This is an optimization exercise on Yosys and OpenROAD, whose aim is small area, not a production implementation. Function was not checked in any run shown here: the RTL went through the layout flow alone. No activity file was given, so power comes from the tool's default toggle rates.

`flow/design.v`:
```
module ca_core (
    input  wire        clk,
    input  wire        rst,           
    output wire        imem_re,
    output wire [9:0]  imem_addr,
    input  wire [15:0] imem_rdata,
    output wire        dmem_re,
    output wire        dmem_we,
    output wire [15:0] dmem_addr,
    output wire [7:0]  dmem_wdata,
    input  wire [7:0]  dmem_rdata,
    output wire        halted,
    output wire        fault,
    output wire [15:0] fault_pc,
    output wire [15:0] fault_word,
    output wire        eff_valid,
    output wire [15:0] eff_pc,
    output wire        eff_reg_we,
    output wire [5:0]  eff_reg_idx,
    output wire [7:0]  eff_reg_val,
    output wire        eff_mem_we,
    output wire [10:0] eff_mem_addr,
    output wire [7:0]  eff_mem_val,
    output wire        eff_redirect,
    output wire [15:0] eff_target,
    output wire [4:0]  eff_sreg,
    output wire [4:0]  obs_sreg
);
    reg  [255:0] ring0;           
    reg  [255:0] ring1;           
    reg  [4:0]   cnt;             
    reg          clr;             
    reg  [9:0]   pc;
    reg          ovf;             
    reg          bvalid;          
    reg  [7:0]   breg;
    reg          rs5_q;           
    reg          sar_q;           
    reg          sr_z, sr_n, sr_c, sr_v, sr_s;
    wire [15:0] w  = imem_rdata;
    wire [3:0]  op = w[15:12];
    wire [5:0]  rs = w[11:6];
    wire [5:0]  lo = w[5:0];
    wire op_add  = (op == 4'd0);
    wire op_sub  = (op == 4'd1);
    wire op_mul  = (op == 4'd2);
    wire op_movi = (op == 4'd3);
    wire op_beqz = (op == 4'd4);
    wire op_andi = (op == 4'd5);
    wire op_eor  = (op == 4'd6);
    wire op_br   = (op == 4'd7);
    wire op_sal  = (op == 4'd8);
    wire op_sar  = (op == 4'd9);
    wire op_ldr  = (op == 4'd10);
    wire op_str  = (op == 4'd11);
    wire rfmt    = op_add | op_sub | op_mul | op_eor | op_br;
    wire invalid = op[3] & op[2];
    wire endw    = (w == 16'h0000);
    wire [7:0] h0 = clr ? 8'h00 : ring0[7:0];
    wire [7:0] h1 = clr ? 8'h00 : ring1[7:0];
    wire [7:0] a     = rs5_q ? h1 : h0;
    wire [7:0] bhead = lo[5] ? h1 : h0;
    wire       rs_hit = (cnt == rs[4:0]);
    wire       rt_hit = (cnt == lo[4:0]);
    wire       shift  = op_sal | op_sar;
    wire       big    = lo[5] | lo[4] | lo[3];
    wire [7:0] onehot = big ? 8'h00 : (8'h01 << lo[2:0]);
    wire [7:0] bsrc   = rfmt ? (bhead ^ {8{op_sub}}) : shift ? onehot : {lo[5], lo[5], lo};
    wire       bready = !rfmt || rt_hit;
    wire [7:0] b      = breg;
    wire exec = !ovf && !invalid && !endw && rs_hit && bvalid;
    wire [7:0] bx   = b;
    wire [8:0] ac;
    wire [8:0] sum;
    assign ac[0] = op_sub;
    genvar ga;
    generate for (ga = 0; ga < 8; ga = ga + 1) begin : g_add
        assign sum[ga]   = a[ga] ^ bx[ga] ^ ac[ga];
        assign ac[ga + 1] = (a[ga] & bx[ga]) | (ac[ga] & (a[ga] ^ bx[ga]));
    end endgenerate
    assign sum[8] = ac[8];
    wire [7:0] arev  = {a[0], a[1], a[2], a[3], a[4], a[5], a[6], a[7]};
    wire [7:0] fill  = big ? 8'hff : (8'h01 << lo[2:0]) - 8'h01;
    wire [7:0] mx    = sar_q ? arev : a;
    wire [7:0] acc [0:7];
    assign acc[0] = mx & {8{b[0]}};
    genvar gj, gk;
    generate for (gj = 1; gj < 8; gj = gj + 1) begin : g_row
        wire [8:0] c;
        assign c[gj] = 1'b0;
        for (gk = 0; gk < 8; gk = gk + 1) begin : g_col
            if (gk < gj) begin : g_keep
                assign acc[gj][gk] = acc[gj-1][gk];
            end else begin : g_add
                wire x = acc[gj-1][gk];
                wire y = mx[gk-gj] & b[gj];
                assign acc[gj][gk] = x ^ y ^ c[gk];
                assign c[gk+1]     = (x & y) | (c[gk] & (x ^ y));
            end
        end
    end endgenerate
    wire [7:0] prod = acc[7];
    wire [7:0] prs   = prod | (fill & {8{a[7] & op_sar}});
    wire [7:0] srev  = {prs[0], prs[1], prs[2], prs[3], prs[4], prs[5], prs[6], prs[7]};
    reg [7:0] r;
    always @(*) begin
        case (op)
            4'd0, 4'd1: r = sum[7:0];
            4'd2, 4'd8: r = prod;
            4'd5:       r = a & b;
            4'd6:       r = a ^ b;
            4'd9:       r = srev;
            4'd10:      r = dmem_rdata;
            default:    r = b;
        endcase
    end
    wire wr_reg = op_add | op_sub | op_mul | op_movi | op_andi | op_eor |
                  op_sal | op_sar | op_ldr;
    wire wr_zn  = op_add | op_sub | op_mul | op_andi | op_eor | op_sal | op_sar;
    wire wr_cvs = op_add | op_sub;
    wire c_new = op_sub ? !sum[8] : sum[8];
    wire v_new = (a[7] == bx[7]) && (sum[7] != a[7]);
    wire new_z = wr_zn  ? (r == 8'h00)   : sr_z;
    wire new_n = wr_zn  ? r[7]           : sr_n;
    wire new_c = wr_cvs ? c_new          : sr_c;
    wire new_v = wr_cvs ? v_new          : sr_v;
    wire new_s = wr_cvs ? (r[7] ^ v_new) : sr_s;
    wire        taken_beqz = op_beqz && (a == 8'h00);
    wire [5:0]  offs = taken_beqz ? lo : 6'd0;
    wire        neg  = taken_beqz & lo[5];
    wire [16:0] ic;
    wire [15:0] inc;
    wire [15:0] ia = {6'd0, pc};
    wire [15:0] ib = {{10{neg}}, offs};
    assign ic[0] = 1'b1;
    genvar gi;
    generate for (gi = 0; gi < 16; gi = gi + 1) begin : g_inc
        assign inc[gi]    = ia[gi] ^ ib[gi] ^ ic[gi];
        assign ic[gi + 1] = (ia[gi] & ib[gi]) | (ic[gi] & (ia[gi] ^ ib[gi]));
    end endgenerate
    wire        redirect = taken_beqz | op_br;
    wire [15:0] target   = op_br ? {a, b} : inc;
    wire w0 = exec && wr_reg && !rs[5];
    wire w1 = exec && wr_reg &&  rs[5];
    always @(posedge clk) begin
        ring0 <= {(w0 ? r : h0), ring0[255:8]};
        ring1 <= {(w1 ? r : h1), ring1[255:8]};
        if (!bvalid)
            breg <= bsrc;
        rs5_q <= rs[5];
        sar_q <= op_sar;
        if (rst) begin
            cnt    <= 5'd0;
            clr    <= 1'b1;
            pc     <= 10'd0;
            ovf    <= 1'b0;
            bvalid <= 1'b0;
            sr_z   <= 1'b0;
            sr_n   <= 1'b0;
            sr_c   <= 1'b0;
            sr_v   <= 1'b0;
            sr_s   <= 1'b0;
        end else begin
            cnt <= cnt + 5'd1;
            if (cnt == 5'd31)
                clr <= 1'b0;
            bvalid <= !exec && (bvalid || bready);
            if (exec) begin
                sr_z <= new_z;
                sr_n <= new_n;
                sr_c <= new_c;
                sr_v <= new_v;
                sr_s <= new_s;
                pc   <= target[9:0];
                ovf  <= |target[15:10];
            end
        end
    end
    assign imem_re   = 1'b1;
    assign imem_addr = pc;
    assign dmem_re    = 1'b1;
    assign dmem_we    = exec && op_str;
    assign dmem_addr  = {{10{lo[5]}}, lo};
    assign dmem_wdata = a;
    assign halted     = ovf || endw;
    assign fault      = !ovf && invalid;
    assign fault_pc   = {6'd0, pc};
    assign fault_word = w;
    assign eff_valid    = exec;
    assign eff_pc       = {6'd0, pc};
    assign eff_reg_we   = wr_reg;
    assign eff_reg_idx  = rs;
    assign eff_reg_val  = r;
    assign eff_mem_we   = op_str && !lo[5];
    assign eff_mem_addr = {{5{lo[5]}}, lo};
    assign eff_mem_val  = a;
    assign eff_redirect = redirect;
    assign eff_target   = target;
    assign eff_sreg     = {new_c, new_v, new_n, new_s, new_z};
    assign obs_sreg = {sr_c, sr_v, sr_n, sr_s, sr_z};
endmodule
```
`flow/flow/run.sh`:
```
#!/bin/bash
# The standard layout (standard.sh) with these changes:
#  - synthesis is the standard synthesis except that ABC maps the logic
#    for area with flow/area.abc (flow/synth_area.tcl); registers are mapped
#    exactly as in the standard synthesis,
#  - the netlist's buffers are removed at floorplan (REMOVE_ABC_BUFFERS),
#  - ports are buffered with sky130_fd_sc_hd__buf_1,
#  - clock tree synthesis builds larger sink clusters and adds no dummy loads.
# Every tool's output goes to standard.log (ORFS keeps per-step logs too).
set -uo pipefail
here=$(pwd)
export BUFFER_PORTS_ARGS="-buffer_cell sky130_fd_sc_hd__buf_1"
export REMOVE_ABC_BUFFERS=1
export CTS_ARGS="-sink_clustering_enable -repair_clock_nets -dont_use_dummy_load -buf_list sky130_fd_sc_hd__clkbuf_16 -sink_clustering_size 30 -sink_clustering_max_diameter 100"
export AREA_ABC_SCRIPT="$here/flow/area.abc"
sed "s#SYNTH_SCRIPT=[^ ]*#SYNTH_SCRIPT=$here/flow/synth_area.tcl#" standard.sh > area_standard.sh
if ! grep -q "SYNTH_SCRIPT=$here/flow/synth_area.tcl" area_standard.sh; then
  echo "could not point standard.sh at flow/synth_area.tcl" >&2
  exit 1
fi
bash area_standard.sh > standard.log 2>&1
```
`flow/flow/area.abc`:
```
strash
dch -f
amap
```
`flow/flow/synth_area.tcl`:
```
# The standard synthesis (synth_recipe.tcl), except that ABC maps for
# area with the script in area.abc instead of ORFS's abc_area.script.
proc synth {args} { yosys synth -nofsm -noshare {*}$args }
proc abc {args} {
  set i [lsearch -exact $args -script]
  if {$i >= 0} {
    set args [lreplace $args $i [expr {$i + 1}] -script $::env(AREA_ABC_SCRIPT)]
  }
  yosys abc {*}$args
}
source $::env(SCRIPTS_DIR)/synth.tcl
# left out here: clear keep_hierarchy, flatten, clean up, hide names made inside functions, write 1_2_yosys.v
```
`flow/standard.sh`:
```
#!/bin/bash
# synth_recipe.tcl (not shown) runs the flow's synth.tcl, then flattens the netlist and writes it again
# the make line also repeats each setting of config.mk as NAME=value (left out here)
make -C /OpenROAD-flow-scripts/flow DESIGN_CONFIG=/design/flow/config.mk WORK_HOME=/design/flow/orfs CLKGATE_MAP_FILE= SYNTH_SCRIPT=/design/flow/synth_recipe.tcl "${@:-finish}"
```
`flow/config.mk`:
```
export PLATFORM = sky130hd
export DESIGN_NAME = ca_core
export DESIGN_NICKNAME = ca_core
export VERILOG_FILES = /design/flow/design.v
export SDC_FILE = /design/flow/constraint.sdc
export NUM_CORES = 4
export LEC_CHECK = 0
export ABC_AREA = 1
export CAP_MARGIN = 20
export CORE_MARGIN = 2
export CORE_UTILIZATION = 55
export GPL_TIMING_DRIVEN = 0
export SLEW_MARGIN = 20
```
`flow/constraint.sdc`:
```
create_clock -name core_clock -period 10.0 [get_ports {clk}]
set_input_delay 2.0000 -clock core_clock [delete_from_list [all_inputs] [get_ports {clk}]]
set_output_delay 2.0000 -clock core_clock [all_outputs]
set_load 0.01 [all_outputs]
```
==> reports/metrics.csv, run 1 <==
metric;value;unit
setup-violations-final;0;
vias_per_cell;4.99;
multi_input_area;0.00335;sq mm
cp_max_fo;10;
worst-slew-pin-transition;1060;ps
hold_violations;0;
final_nets;1350;
antenna_found_initial;1;
wl_per_cell;17.1;um
fmaxAchievable;103;MHz
dp_hpwl;18.6;mm
synth_cell_types;40;
wl;27.6;mm
fin_crit_sh;0.972;
synth_top_cell_area_share;0.720;
dr_total_vias;8047;
yosys.area.top_type;dfxtp_1;
cap_violations;0;
async_flop_share;0;
skew;54.2;ps
start_util;0.557;
relSlewSlack;0.284;
dieHeight;169;um
detail-route-antenna-nets;0;
ys_ff_latch;545;
syn_inst;1148;
ir_drop;136;uV
power.leakage;6.38;nW
cpMaxStageDelayCell;nor2_1;
yosysSeqAreaShare;0.736;
worstHoldStart;ring0[87];
grt_max_degree;31;
cp_cell_sequence;buf_1, nor2_1, clkinv_1, nor2_1, fa_1, fa_1, fa_1, clkinv_1, fa_1, fa_1, fa_1, clkinv_1, fa_1, a222oi_1, nand2_1, a211oi_1, o21ai_0, nor4_2, nand2_2, o21ai_2, buf_2;
cts_buffer_depth;3;
dp_slack;-1030;ps
cellPowerDensity;205;mW/mm^2
grt_pass1_wl;41.8;mm
timing.critical_path.mode_cell;fa_1;
worstPathRequired;8000;ps
drc_errors;0;
synth_edf_count;8;
yosysWarnings;1;
cts_tree;built;
rows;60;
core_region_area;0.0268;sq mm
clk_latency;540;ps
worst_setup_path_end_kind;output pin;
cts.sinks;545;
fp.dieW;169;um
cts_root_buf;clkbuf_16;
max_stage_delay;640;ps
gr-total-overflow;0;
start_kind;input pin;
crit_start;imem_rdata[15];
drive_gt1_frac;0.103;
synth.area.top_cells;dfxtp_1 72%, buf_4 5.1%, fa_1 4.3%;
whs;260;ps
cts-htree-levels;1;
port_buffers;161;
grt_pass1_vias;7299;
gp_congestion;0.906;
path_clk_slew;100;ps
stdcell_count;1614;
slew_violations;0;
track_usage;0.190;
cts_hold_buffers;0;
area_growth;10.7;%
synth_ff_type;dfxtp_1;
seq_area;0.0110;sq mm
dp_cells;1563;
post-route-cell-area;0.0165;sq mm
dpl_cell_area;0.0153;sq mm
status;timing/DRC/antenna clean;
synth_area;0.0149;sq mm
first_pass_iters;7;
arrival;7720;ps
avgSynthCellArea;13.0;sq um
fillers;2125;
min_period;9720;ps
min_path_type;reg2reg;
dieArea;0.0285;sq mm
worstReg2RegStart;clr;
pin_count;176;
crit_type;in2out;
fin_ws;284;ps
dr.first_iter.drc_count;485;
cts_buffers;23;
kinds of logic (layout without fill, tap and decap cells):
family | count (synthesis) | in the layout | synth area share
compound gates | 169 | 169 | 0.0753
simple gates | 196 | 196 | 0.0582
flops | 545 | 545 | 0.736
other cells | 2 | 15 | 0.000503
buf+inv | 185 | 297 | 0.0719
xor+xnor | 1 | 1 | 0.000586
fa+ha+maj | 50 | 50 | 0.0580
cells in the mapped netlist (2+ instances only):
| cell | instances |
|---|---|
| or2_0 | 12 |
| a222oi_1 | 4 |
| o22ai_1 | 48 |
| and2_0 | 3 |
| clkinv_1 | 84 |
| nor2b_1 | 7 |
| or4_1 | 4 |
| and3_1 | 2 |
| a22oi_1 | 18 |
| o22a_1 | 4 |
| nor4_1 | 8 |
| o221ai_1 | 4 |
| fa_1 | 32 |
| nor2_1 | 90 |
| nor3_1 | 13 |
| nand4_1 | 2 |
| nand2_1 | 47 |
| or3_1 | 5 |
| buf_4 | 101 |
| o221a_1 | 10 |
| dfxtp_1 | 537 |
| conb_1 | 2 |
| o21ai_0 | 25 |
| a31oi_1 | 2 |
| edfxtp_1 | 8 |
| a211oi_1 | 2 |
| a21oi_1 | 38 |
| o32a_1 | 2 |
| o2111ai_1 | 5 |
| nand3_1 | 2 |
| ha_1 | 18 |
worst max-delay path, delay by kind of cell:
family | cells | cell delay [ps]
compound gates | 4 | 1150
fa+ha+maj | 7 | 2400
simple gates | 5 | 1490
buf+inv | 5 | 690
timing repair:
item,in CTS,in global routing
endpoints found under the hold margin,0,0
pin swaps,10,30
gates cloned,1,1
buffers inserted,9,16
setup endpoints to repair,6,3
gates resized for setup,57,60
state kept, by name, indices dropped and copies added (netlist names), 5 cells and up:
register  flops
breg          8
cnt           5
pc           10
ring0       256
ring1       256
layer usage:
| metal | routed length, um | GRT usage | part of all wire | vias to the layer above |
|---|---|---|---|---|
| li1 | - | - | - | 3921 |
| met1 | 13500 | 0.289 | 0.49 | 3872 |
| met2 | 11600 | 0.272 | 0.42 | 209 |
| met3 | 1570 | 0.0379 | 0.057 | 45 |
| met4 | 826 | 0.0645 | 0.030 | 0 |
| met5 | 0 | 0 | 0 | - |
final timing paths:
check,cells past startpoint,end,slack (ps)
setup / recovery,21,eff_sreg[0],280
hold / removal,0,ring0[79],260
setup reg to reg,36,sr_z,2770
hold reg to reg,0,ring0[79],260
where the power goes:
group          total, mW  internal, mW  switching, mW
registers           2.20          2.19         0.0105
clock network      0.990         0.413          0.576
logic              0.208        0.0675          0.140
total               3.39          2.67          0.727
placed cells by master, fill, tap and decap left out, types with 3 or more instances in the layout:
cell       count
a222oi_1       4
or2_0         12
o221a_1       10
conb_1        14
nor2b_1        5
o22a_1         4
nor3_1        10
or4_1          4
o221ai_1       4
buf_1        159
or3_1          5
nand2_8        3
nand2_1       33
dfxtp_1      534
fa_1          22
inv_2          4
o2111ai_1      4
clkinv_1      74
nor3_2         3
nand2_4        5
ha_1          17
clkbuf_16     23
a21oi_2        3
nand2_2        6
buf_4         24
nor2_4         3
o21ai_0       22
nor4_1         6
fa_2          10
edfxtp_1       8
a21oi_1       35
o22ai_4       11
a22oi_1       18
nor2_2         8
nor2_1        79
o22ai_1       36
area by class of cell:
class,count,area share
multi-input combinational,430,0.202
antenna,1,0.000151
timing repair inverter,2,0.00106
sequential,545,0.665
clock buffer,23,0.0348
timing repair buffer,188,0.0501
tap,341,0.0258
inverter,84,0.0211
through the flow:
step                      total power [mW]   util  setup TNS [ps]
after floorplan                       2.34      -               0
after global placement                2.42  0.569           -2490
after detailed placement              2.42  0.571           -2030
after CTS                             3.41  0.605               0
after global routing                  3.52  0.617           -29.4
final                                 3.39  0.617               0
==> inputs of run 2 (changes only) <==
--- a/flow/design.v
+++ b/flow/design.v
@@ -35,7 +35,7 @@
     reg          bvalid;          
     reg  [7:0]   breg;
     reg          rs5_q;           
-    reg          sar_q;           
+    reg  [3:0]   op_q;            
     reg          sr_z, sr_n, sr_c, sr_v, sr_s;
     wire [15:0] w  = imem_rdata;
     wire [3:0]  op = w[15:12];
@@ -54,12 +54,25 @@
     wire op_ldr  = (op == 4'd10);
     wire op_str  = (op == 4'd11);
     wire rfmt    = op_add | op_sub | op_mul | op_eor | op_br;
+    wire x_add  = (op_q == 4'd0);
+    wire x_sub  = (op_q == 4'd1);
+    wire x_mul  = (op_q == 4'd2);
+    wire x_movi = (op_q == 4'd3);
+    wire x_beqz = (op_q == 4'd4);
+    wire x_andi = (op_q == 4'd5);
+    wire x_eor  = (op_q == 4'd6);
+    wire x_br   = (op_q == 4'd7);
+    wire x_sal  = (op_q == 4'd8);
+    wire x_sar  = (op_q == 4'd9);
+    wire x_ldr  = (op_q == 4'd10);
+    wire x_str  = (op_q == 4'd11);
     wire invalid = op[3] & op[2];
     wire endw    = (w == 16'h0000);
     wire [7:0] h0 = clr ? 8'h00 : ring0[7:0];
     wire [7:0] h1 = clr ? 8'h00 : ring1[7:0];
-    wire [7:0] a     = rs5_q ? h1 : h0;
-    wire [7:0] bhead = lo[5] ? h1 : h0;
+    wire [7:0] head  = (bvalid ? rs5_q : lo[5]) ? h1 : h0;
+    wire [7:0] a     = head;
+    wire [7:0] bhead = head;
     wire       rs_hit = (cnt == rs[4:0]);
     wire       rt_hit = (cnt == lo[4:0]);
     wire       shift  = op_sal | op_sar;
@@ -72,7 +85,7 @@
     wire [7:0] bx   = b;
     wire [8:0] ac;
     wire [8:0] sum;
-    assign ac[0] = op_sub;
+    assign ac[0] = x_sub;
     genvar ga;
     generate for (ga = 0; ga < 8; ga = ga + 1) begin : g_add
         assign sum[ga]   = a[ga] ^ bx[ga] ^ ac[ga];
@@ -81,7 +94,7 @@
     assign sum[8] = ac[8];
     wire [7:0] arev  = {a[0], a[1], a[2], a[3], a[4], a[5], a[6], a[7]};
     wire [7:0] fill  = big ? 8'hff : (8'h01 << lo[2:0]) - 8'h01;
-    wire [7:0] mx    = sar_q ? arev : a;
+    wire [7:0] mx    = x_sar ? arev : a;
     wire [7:0] acc [0:7];
     assign acc[0] = mx & {8{b[0]}};
     genvar gj, gk;
@@ -100,11 +113,11 @@
         end
     end endgenerate
     wire [7:0] prod = acc[7];
-    wire [7:0] prs   = prod | (fill & {8{a[7] & op_sar}});
+    wire [7:0] prs   = prod | (fill & {8{a[7] & x_sar}});
     wire [7:0] srev  = {prs[0], prs[1], prs[2], prs[3], prs[4], prs[5], prs[6], prs[7]};
     reg [7:0] r;
     always @(*) begin
-        case (op)
+        case (op_q)
             4'd0, 4'd1: r = sum[7:0];
             4'd2, 4'd8: r = prod;
             4'd5:       r = a & b;
@@ -114,18 +127,18 @@
             default:    r = b;
         endcase
     end
-    wire wr_reg = op_add | op_sub | op_mul | op_movi | op_andi | op_eor |
-                  op_sal | op_sar | op_ldr;
-    wire wr_zn  = op_add | op_sub | op_mul | op_andi | op_eor | op_sal | op_sar;
-    wire wr_cvs = op_add | op_sub;
-    wire c_new = op_sub ? !sum[8] : sum[8];
+    wire wr_reg = x_add | x_sub | x_mul | x_movi | x_andi | x_eor |
+                  x_sal | x_sar | x_ldr;
+    wire wr_zn  = x_add | x_sub | x_mul | x_andi | x_eor | x_sal | x_sar;
+    wire wr_cvs = x_add | x_sub;
+    wire c_new = x_sub ? !sum[8] : sum[8];
     wire v_new = (a[7] == bx[7]) && (sum[7] != a[7]);
     wire new_z = wr_zn  ? (r == 8'h00)   : sr_z;
     wire new_n = wr_zn  ? r[7]           : sr_n;
     wire new_c = wr_cvs ? c_new          : sr_c;
     wire new_v = wr_cvs ? v_new          : sr_v;
     wire new_s = wr_cvs ? (r[7] ^ v_new) : sr_s;
-    wire        taken_beqz = op_beqz && (a == 8'h00);
+    wire        taken_beqz = x_beqz && (a == 8'h00);
     wire [5:0]  offs = taken_beqz ? lo : 6'd0;
     wire        neg  = taken_beqz & lo[5];
     wire [16:0] ic;
@@ -138,8 +151,8 @@
         assign inc[gi]    = ia[gi] ^ ib[gi] ^ ic[gi];
         assign ic[gi + 1] = (ia[gi] & ib[gi]) | (ic[gi] & (ia[gi] ^ ib[gi]));
     end endgenerate
-    wire        redirect = taken_beqz | op_br;
-    wire [15:0] target   = op_br ? {a, b} : inc;
+    wire        redirect = taken_beqz | x_br;
+    wire [15:0] target   = x_br ? {a, b} : inc;
     wire w0 = exec && wr_reg && !rs[5];
     wire w1 = exec && wr_reg &&  rs[5];
     always @(posedge clk) begin
@@ -148,7 +161,7 @@
         if (!bvalid)
             breg <= bsrc;
         rs5_q <= rs[5];
-        sar_q <= op_sar;
+        op_q  <= op;
         if (rst) begin
             cnt    <= 5'd0;
             clr    <= 1'b1;
@@ -179,7 +192,7 @@
     assign imem_re   = 1'b1;
     assign imem_addr = pc;
     assign dmem_re    = 1'b1;
-    assign dmem_we    = exec && op_str;
+    assign dmem_we    = exec && x_str;
     assign dmem_addr  = {{10{lo[5]}}, lo};
     assign dmem_wdata = a;
     assign halted     = ovf || endw;
@@ -191,7 +204,7 @@
     assign eff_reg_we   = wr_reg;
     assign eff_reg_idx  = rs;
     assign eff_reg_val  = r;
-    assign eff_mem_we   = op_str && !lo[5];
+    assign eff_mem_we   = x_str && !lo[5];
     assign eff_mem_addr = {{5{lo[5]}}, lo};
     assign eff_mem_val  = a;
     assign eff_redirect = redirect;
==> reports/metrics.csv, run 2 <==
metric;value;unit
use_met1;0.252;
cts.sinks;548;
hold_violations;0;
setup.worst_path.end;eff_sreg[0];
synth_top_cell_area_share;0.726;
rr_worst_depth;30;
pin_count;176;
post-route-cell-area;0.0164;sq mm
grt_busiest_layer;met2;
final_common_cell;dfxtp_1;
timing.critical_path.mode_cell;fa_2;
dieHeight;169;um
grt_pass1_vias;7622;
dr.first_iter.drc_count;497;
vias_per_cell;5.02;
grt_max_degree;31;
power.leakage;6.29;nW
num_antenna_cells;0;
start_util;0.556;
syn_inst;1133;
p_total;3.42;mW
final_nets;1329;
cts_hold_buffers;0;
yosysWarnings;1;
stdcell_count;1592;
fin_crit_sh;1.10;
multi_input_area;0.00320;sq mm
port_buffers;161;
synth_area;0.0149;sq mm
r2r_slack;1610;ps
first_pass_iters;4;
path_clk_slew;100;ps
cts_buffer_depth;3;
max_stage_delay;540;ps
track_usage;0.193;
cts-htree-levels;1;
synth_common_cells;540 x dfxtp_1, 101 x buf_4, 98 x nor2_1;
worst_setup_path_end_kind;output pin;
setup-violations-final;6;
fin_ws;-963;ps
clk_latency;540;ps
fp.dieW;169;um
seq_area;0.0111;sq mm
cap_violations;0;
gr-total-overflow;0;
rows;60;
dp_hpwl;18.7;mm
skew;32.7;ps
final_cell_mix;540 x dfxtp_1, 156 x buf_1, 88 x nor2_1;
failed_checks;setup timing;
status;complete, but fails checks;
core_region_area;0.0268;sq mm
use_met3;0.0281;
synth.area.top_cells;dfxtp_1 73%, buf_4 5.1%, fa_1 4.3%;
yosysSeqAreaShare;0.742;
worstReg2RegStart;op_q[0];
synth_edf_count;8;
drive_gt1_frac;0.0879;
antenna_found_initial;0;
cts_root_buf;clkbuf_16;
drc_errors;0;
crit_start;imem_rdata[5];
min_path_type;reg2reg;
crit_type;in2out;
yosys.area.top_type;dfxtp_1;
r2r_end;sr_z;
cts_tree;built;
wl;27.3;mm
cts_buffers;22;
gp_congestion;0.954;
async_flop_share;0;
whs;303;ps
worstHoldStart;ring0[163];
relSlewSlack;0.341;
dp_cells;1548;
fillers;2122;
synth_ff_type;dfxtp_1;
worst-slew-pin-transition;982;ps
arrival;8960;ps
ir_drop;143;uV
slew_violations;0;
reg_top3;ring0 x256, ring1 x256, pc x10;
area_growth;10.3;%
avgSynthCellArea;13.2;sq um
dr_total_vias;7992;
final_util;0.613;
synth_cell_types;41;
ys_ff_latch;548;
cellPowerDensity;208;mW/mm^2
wl_per_cell;17.1;um
globalRouteMet2Util;0.324;
grt_setup_unrepaired;yes;
worstPathRequired;8000;ps
start_kind;input pin;
min_period;10960;ps
cpMaxStageDelayCell;fa_2;
dieArea;0.0284;sq mm
yosysMostFrequentCell;dfxtp_1;
fmaxAchievable;91.2;MHz
detail-route-antenna-nets;0;
grt_pass1_wl;42.1;mm
cp_max_fo;3;
dpl_cell_area;0.0153;sq mm
==> run 2: cell types whose count changed after synthesis, moves of 5 or more <==
| cell | before | now |
|---|---|---|
| a22oi_1 | 18 | 3 |
| clkinv_1 | 84 | 78 |
| nor2_1 | 90 | 98 |
| o22a_1 | 4 | 11 |
| o22ai_1 | 48 | 40 |
| or3_1 | 5 | 0 |
==> run 2: worst min path at each step <==
stage,cells after the start,end,slack (ps)
2_1_floorplan,0,ring0[0],310
3_3_place_gp,0,ring1[244],310
3_5_place_dp,0,ring0[181],310
4_1_cts,0,ring0[155],310
5_1_grt,0,ring0[155],300
6_report,0,ring0[155],300
==> run 2: where the power goes <==
part	internal [mW]	leakage (nW)	switching, mW
Combinational	0.0799	1.59	0.145
Sequential	2.20	4.43	0.00886
Clock	0.397	0.271	0.586
==> run 2: through the flow <==
step | TNS (ps) | worst slack, ps
after floorplan | -6970 | -1690
after global placement | -56300 | -4500
after detailed placement | -57650 | -4450
after CTS | -3760 | -964
after global routing | -5020 | -1230
final | -3720 | -963
==> run 2: routing by layer <==
layer / part of all wire / vias to the layer above
met5: 0 / -
met4: 0.047 / 0
met3: 0.054 / 70
met2: 0.46 / 307
met1: 0.44 / 3786
li1: - / 3829
==> run 2: cell type report <==
| class | instances | area share |
|---|---|---|
| Sequential cell | 548 | 0.672 |
| Multi-Input combinational cell | 418 | 0.194 |
| Timing Repair Buffer | 185 | 0.0535 |
| Clock buffer | 22 | 0.0335 |
| Tap cell | 341 | 0.0260 |
| Inverter | 78 | 0.0204 |
==> run 2: cell families after synthesis <==
family                   Yosys count  synth area share
AND/OR/NAND/NOR                  197            0.0575
buffers and inverters            179            0.0705
AO/OA/AOI/OAI                    156            0.0711
other                              2          0.000504
flip-flops                       548             0.742
XOR/XNOR                           1          0.000588
adder cells (fa/ha/maj)           50            0.0581
==> run 2: repair_timing <==
action	CTS	global route
cloned	1	0
pin swaps	36	1
endpoints found under the hold margin	0	0
resized for setup	85	14
setup endpoints to repair	36	13
setup buffers	18	3
==> run 2: critical path: cells and delay by family <==
family | cells | cell delay [ps]
buffers and inverters | 6 | 620
AO/OA/AOI/OAI | 6 | 1070
adder cells (fa/ha/maj) | 10 | 3970
AND/OR/NAND/NOR | 10 | 1310
==> inputs of run 3 (changes only) <==
==> flow/flow/run.sh (replaced) <==
#!/bin/bash
# The standard layout (standard.sh) with these changes:
#  - synthesis is the standard synthesis except that ABC maps the logic
#    for area with flow/area.abc (flow/synth_area.tcl); registers are mapped
#    exactly as in the standard synthesis; full adders are not extracted
#    (ADDER_MAP_FILE empty), so ABC maps the adders too,
#  - the netlist's buffers are removed at floorplan (REMOVE_ABC_BUFFERS),
#  - ports are buffered with sky130_fd_sc_hd__buf_1,
#  - clock tree synthesis builds larger sink clusters and adds no dummy loads.
# Every tool's output goes to standard.log (ORFS keeps per-step logs too).
set -uo pipefail
here=$(pwd)
export BUFFER_PORTS_ARGS="-buffer_cell sky130_fd_sc_hd__buf_1"
export REMOVE_ABC_BUFFERS=1
export CTS_ARGS="-sink_clustering_enable -repair_clock_nets -dont_use_dummy_load -buf_list sky130_fd_sc_hd__clkbuf_16 -sink_clustering_size 30 -sink_clustering_max_diameter 100"
export AREA_ABC_SCRIPT="$here/flow/area.abc"
sed "s#SYNTH_SCRIPT=[^ ]*#SYNTH_SCRIPT=$here/flow/synth_area.tcl ADDER_MAP_FILE=#" standard.sh > area_standard.sh
if ! grep -q "SYNTH_SCRIPT=$here/flow/synth_area.tcl" area_standard.sh; then
  echo "could not point standard.sh at flow/synth_area.tcl" >&2
  exit 1
fi
bash area_standard.sh > standard.log 2>&1
==> reports/metrics.csv, run 3 <==
metric;value;unit
synth_area;0.0148;sq mm
dieArea;0.0283;sq mm
cap_violations;0;
avgSynthCellArea;12.0;sq um
final_common_cell;dfxtp_1;
worst_setup_path_end_kind;output pin;
drive_gt1_frac;0.101;
yosysMostFrequentCell;dfxtp_1;
grt_max_degree;31;
ys_ff_latch;548;
ir_drop;126;uV
synth_ff_type;dfxtp_1;
cpMaxStageDelayCell;o22ai_4;
dp_slack;-3040;ps
cp_max_fo;4;
relSlewSlack;0.351;
wl_per_cell;16.0;um
detail-route-antenna-nets;0;
fmaxAchievable;99.7;MHz
core_region_area;0.0267;sq mm
synth_cell_types;41;
async_flop_share;0;
fp.dieW;168;um
worst-slew-pin-transition;972;ps
finalSetupTns;-29.2;ps
arrival;8030;ps
cellPowerDensity;207;mW/mm^2
grt_setup_unrepaired;yes;
grt_pass1_wl;42.2;mm
pin_count;176;
fin_ws;-29.2;ps
dr.first_iter.drc_count;565;
first_pass_iters;5;
dr_total_vias;8685;
reg_top3;ring0 x256, ring1 x256, pc x10;
cts_root_buf;clkbuf_16;
cts_hold_buffers;0;
gp_congestion;0.941;
yosysSeqAreaShare;0.746;
cts_buffer_depth;3;
track_usage;0.189;
crit_type;in2out;
clk_latency;550;ps
multi_input_area;0.00316;sq mm
setup-violations-final;1;
power.leakage;6.22;nW
antenna_found_initial;0;
area_growth;11.6;%
yosysWarnings;1;
p_total;3.43;mW
fillers;2139;
drc_errors;0;
synth_top_cell_area_share;0.730;
yosys.area.top_type;dfxtp_1;
min_period;10030;ps
start_kind;input pin;
final_cell_mix;540 x dfxtp_1, 156 x buf_1, 99 x nor2_1;
dp_hpwl;18.6;mm
synth_common_cells;540 x dfxtp_1, 111 x nor2_1, 101 x buf_4;
synth_edf_count;8;
post-route-cell-area;0.0165;sq mm
worstPathRequired;8000;ps
slew_violations;0;
num_antenna_cells;0;
dieHeight;168;um
fin_crit_sh;1.00;
seq_area;0.0111;sq mm
status;complete, but fails checks;
timing.critical_path.mode_cell;nand2_2;
use_met3;0.0306;
final_nets;1398;
cts.sinks;548;
start_util;0.554;
cts_tree;built;
rows;60;
skew;78.2;ps
min_path_type;reg2reg;
path_clk_slew;100;ps
gr-total-overflow;0;
failed_checks;setup timing;
wl;27.4;mm
dpl_cell_area;0.0152;sq mm
grt_pass1_vias;7818;
globalRouteMet2Util;0.291;
max_stage_delay;280;ps
cts_buffers;23;
hold_violations;0;
synth.area.top_cells;dfxtp_1 73%, buf_4 5.1%, nor2_1 2.8%;
cts-htree-levels;1;
grt_busiest_layer;met2;
use_met1;0.275;
port_buffers;161;
syn_inst;1235;
vias_per_cell;5.08;
==> run 3: path summary, 6_finish.rpt <==
path | from | end | slack (ps) | depth (start not counted)
max | imem_rdata[5] | eff_sreg[0] | -30 | 50
max reg2reg | op_q[2] | sr_z | 2580 | 49
min reg2reg | ring1[255] | ring1[247] | 270 | 0
min | ring1[255] | ring1[247] | 270 | 0
==> run 3: final cells by class <==
type / instances / share of cell area
Clock buffer: 23 / 0.0348
Inverter: 84 / 0.0199
Multi-Input combinational cell: 514 / 0.191
Sequential cell: 548 / 0.668
Tap cell: 341 / 0.0258
Timing Repair Buffer: 201 / 0.0607
==> run 3: cells by family (layout without fill, tap and decap cells) <==
kind of cell           count (synthesis)  count (layout)  synth area share
AO/OA/AOI/OAI                        250             250             0.111
buffers and inverters                185             308            0.0724
flip-flops                           548             548             0.746
other                                  2              14          0.000507
AND/OR/NAND/NOR                      250             250            0.0698
==> run 3: metrics by stage <==
step                      cells   util  hold WS [ps]
after floorplan            1146      -           310
after global placement     1648  0.566           310
after detailed placement   1653  0.568           312
after CTS                  1695  0.607           269
after global routing       1711  0.619           268
final                      1711  0.619           270
==> run 3: timing repair <==
action,CTS,global route
pin swaps,20,36
setup buffers,19,15
setup endpoints to repair,24,5
cloned,0,1
resized for setup,72,56
==> run 3: metal layers <==
| layer | part of all wire | wire length (um) | vias to the layer above |
|---|---|---|---|
| met5 | 0 | 0 | - |
| met4 | 0.035 | 948 | 0 |
| met3 | 0.065 | 1790 | 64 |
| met2 | 0.42 | 11600 | 289 |
| met1 | 0.48 | 13100 | 4001 |
| li1 | - | - | 4331 |
==> run 3: worst max-delay path: cells and delay by family <==
family	cells	cell delay [ps]
AO/OA/AOI/OAI	17	2660
AND/OR/NAND/NOR	27	2580
buffers and inverters	6	750
==> run 3: power by group <==
part	internal [mW]	total [mW]	switching (mW)
clock network	0.413	0.993	0.579
logic	0.0840	0.234	0.150
registers	2.20	2.20	0.00671
==> inputs of run 4 (changes only) <==
--- a/flow/design.v
+++ b/flow/design.v
@@ -70,9 +70,8 @@
     wire endw    = (w == 16'h0000);
     wire [7:0] h0 = clr ? 8'h00 : ring0[7:0];
     wire [7:0] h1 = clr ? 8'h00 : ring1[7:0];
-    wire [7:0] head  = (bvalid ? rs5_q : lo[5]) ? h1 : h0;
-    wire [7:0] a     = head;
-    wire [7:0] bhead = head;
+    wire [7:0] a     = rs5_q ? h1 : h0;
+    wire [7:0] bhead = lo[5] ? h1 : h0;
     wire       rs_hit = (cnt == rs[4:0]);
     wire       rt_hit = (cnt == lo[4:0]);
     wire       shift  = op_sal | op_sar;
==> reports/metrics.csv, run 4 <==
metric;value;unit
status;timing/DRC/antenna clean;
grt_max_degree;31;
fin_crit_sh;0.931;
min_period;9310;ps
cellPowerDensity;209;mW/mm^2
synth.area.top_cells;dfxtp_1 73%, buf_4 5.1%, nor2_1 3.1%;
track_usage;0.190;
antenna_found_initial;0;
synth_area;0.0149;sq mm
area_growth;7.64;%
synth_common_cells;540 x dfxtp_1, 125 x nor2_1, 101 x buf_4;
worstPathRequired;8000;ps
min_path_type;reg2reg;
yosysSeqAreaShare;0.742;
dp_hpwl;19.6;mm
vias_per_cell;5.01;
worstReg2RegStart;clr;
final_nets;1394;
final_cell_mix;538 x dfxtp_1, 160 x buf_1, 123 x nor2_1;
final_common_cell;dfxtp_1;
cts.sinks;548;
cts_buffers;22;
synth_cell_types;41;
detail-route-antenna-nets;0;
worstHoldStart;ring0[172];
drive_gt1_frac;0.0432;
fp.dieW;169;um
dr.first_iter.drc_count;508;
wl;27.8;mm
start_util;0.556;
stdcell_count;1707;
r2r_slack;3170;ps
rr_worst_depth;45;
relSlewSlack;0.398;
ir_drop;194;uV
cts-htree-levels;1;
rows;60;
reg_top3;ring0 x256, ring1 x256, pc x10;
port_buffers;161;
cts_hold_buffers;0;
post-route-cell-area;0.0160;sq mm
cap_violations;0;
cts_tree;built;
slew_violations;0;
cp_max_fo;13;
worst-slew-pin-transition;898;ps
max_stage_delay;430;ps
worst_setup_path_end_kind;output pin;
grt_setup_unrepaired;no;
yosysWarnings;1;
dr_total_vias;8546;
setup-violations-final;0;
dieHeight;169;um
cts_root_buf;clkbuf_16;
fmaxAchievable;107;MHz
cts_buffer_depth;3;
p_total;3.35;mW
fin_ws;690;ps
yosysMostFrequentCell;dfxtp_1;
r2r_end;sr_z;
start_kind;flop;
synth_top_cell_area_share;0.726;
core_region_area;0.0268;sq mm
grt_pass1_wl;42.1;mm
pin_count;176;
drc_errors;0;
holdPathStages;0;
path_clk_slew;100;ps
first_pass_iters;5;
dp_cells;1676;
dieArea;0.0284;sq mm
skew;31.1;ps
async_flop_share;0;
wl_per_cell;16.3;um
cpMaxStageDelayCell;o22ai_4;
fillers;2227;
yosys.area.top_type;dfxtp_1;
gr-total-overflow;0;
ys_ff_latch;548;
syn_inst;1261;
hold_violations;0;
dp_slack;-395;ps
power.leakage;5.99;nW
synth_ff_type;dfxtp_1;
num_antenna_cells;0;
arrival;7310;ps
crit_type;reg2out;
clk_latency;540;ps
holdPathEnd;ring0[164];
grt_pass1_vias;7546;
whs;324;ps
avgSynthCellArea;11.8;sq um
synth_edf_count;8;
gp_congestion;0.945;
dpl_cell_area;0.0152;sq mm
==> run 4: cell types whose count changed after synthesis, moves of 3 or more <==
cell,previous run,this run
nand3_1,5,2
o22a_1,4,0
nand2_1,95,100
o21a_1,26,22
nor3_1,9,13
a22o_1,0,4
o211ai_1,4,1
a21oi_1,36,44
or2_0,7,4
clkinv_1,84,88
nor2_1,111,125
==> run 4: power by group <==
part	switching, mW	total, mW	internal, mW	leakage [nW]
clock	0.576	0.973	0.397	0.271
combinational	0.125	0.178	0.0524	1.29
sequential	0.00760	2.20	2.20	4.43
total	0.709	3.35	2.65	5.99
==> run 4: per-stage QoR <==
step	setup TNS [ps]	util
after floorplan	0	-
after global placement	-847	0.568
after detailed placement	-425	0.568
after CTS	0	0.593
after global routing	0	0.598
final	0	0.598
==> run 4: repair_timing <==
action / CTS / global route
pin swaps: 0 / 6
cloned: 0 / 0
setup endpoints to repair: 4 / 4
setup buffers: 0 / 9
gates resized for setup: 21 / 18
==> run 4: worst max-delay path: cells and delay by family (launching register included) <==
kind	cells	cell delay, ps
buffers and inverters	2	330
AND/OR/NAND/NOR	25	2740
flip-flops	1	370
AO/OA/AOI/OAI	18	3280
==> run 4: worst max path at each step <==
stage / start / to / slack [ps] / depth (start not counted)
final: clr / eff_sreg[0] / 690 / 45
after global routing: clr / eff_sreg[0] / 4 / 45
after CTS: op_q[0] / eff_sreg[0] / 30 / 43
after detailed placement: op_q[3] / eff_sreg[0] / -390 / 43
after global placement: imem_rdata[5] / dmem_we / -420 / 12
after floorplan: rs5_q / eff_sreg[0] / 1490 / 40
==> run 4: cell families (layout without fill, tap and decap cells) <==
kind of cell           after synthesis  after routing  share of synthesized area
other                                2             14                   0.000504
AOI/OAI and AO/OA                  253            253                      0.110
and+or+nand+nor                    269            269                     0.0743
buffers and inverters              189            282                     0.0731
DFF                                548            548                      0.742
==> run 4: cell type report <==
class / instances / area, sq um / share of cell area
Clock buffer: 22 / 551 / 0.0343
Inverter: 88 / 345 / 0.0215
Multi-Input combinational cell: 536 / 2970 / 0.185
Sequential cell: 548 / 11100 / 0.690
Tap cell: 341 / 427 / 0.0266
Timing Repair Buffer: 172 / 683 / 0.0426
==> run 4: metal layers <==
layer	vias up	global-route usage	share of wire
met5	-	0	0
met3	47	0.0264	0.045
met2	200	0.288	0.43
met4	0	0.0513	0.027
li1	4320	-	-
met1	3979	0.288	0.50

==> re-timing with driven ports <==
How much do the figures lean on ideal ports? The routed layouts below were timed once more, with nothing changed but the port constraints.
Step 1 sets driving cells, clkbuf_16 on the clock port and buf_2 on the other inputs (assumed; they add their load-dependent delay and slew).
Step 2 also shifts input and output timing later by t, the mid clock arrival at the registers, as if the neighbouring blocks saw the same clock.
Slacks: ideal / step 1 / step 2; pairs: ideal / step 1.
| run | t, ns | setup slack, ns | slew at the worst register clock pin (ns) | cell pins on the clock port's net |
|---|---|---|---|---|
| run 1 | 0.561 | 0.284 / 0.258 / 0.258 | 0.10 / 0.10 | 1 |
| run 2 | 0.567 | -0.963 / -1.061 / -1.061 | 0.11 / 0.11 | 1 |
| run 3 | 0.563 | -0.029 / -0.116 / -0.116 | 0.10 / 0.10 | 1 |
| run 4 | 0.574 | 0.690 / 0.642 / 1.215 | 0.10 / 0.10 | 1 |
For run 2, which loses most, drivers alone change the setup slack by -0.098 ns; drivers and shift together by -0.098 ns.
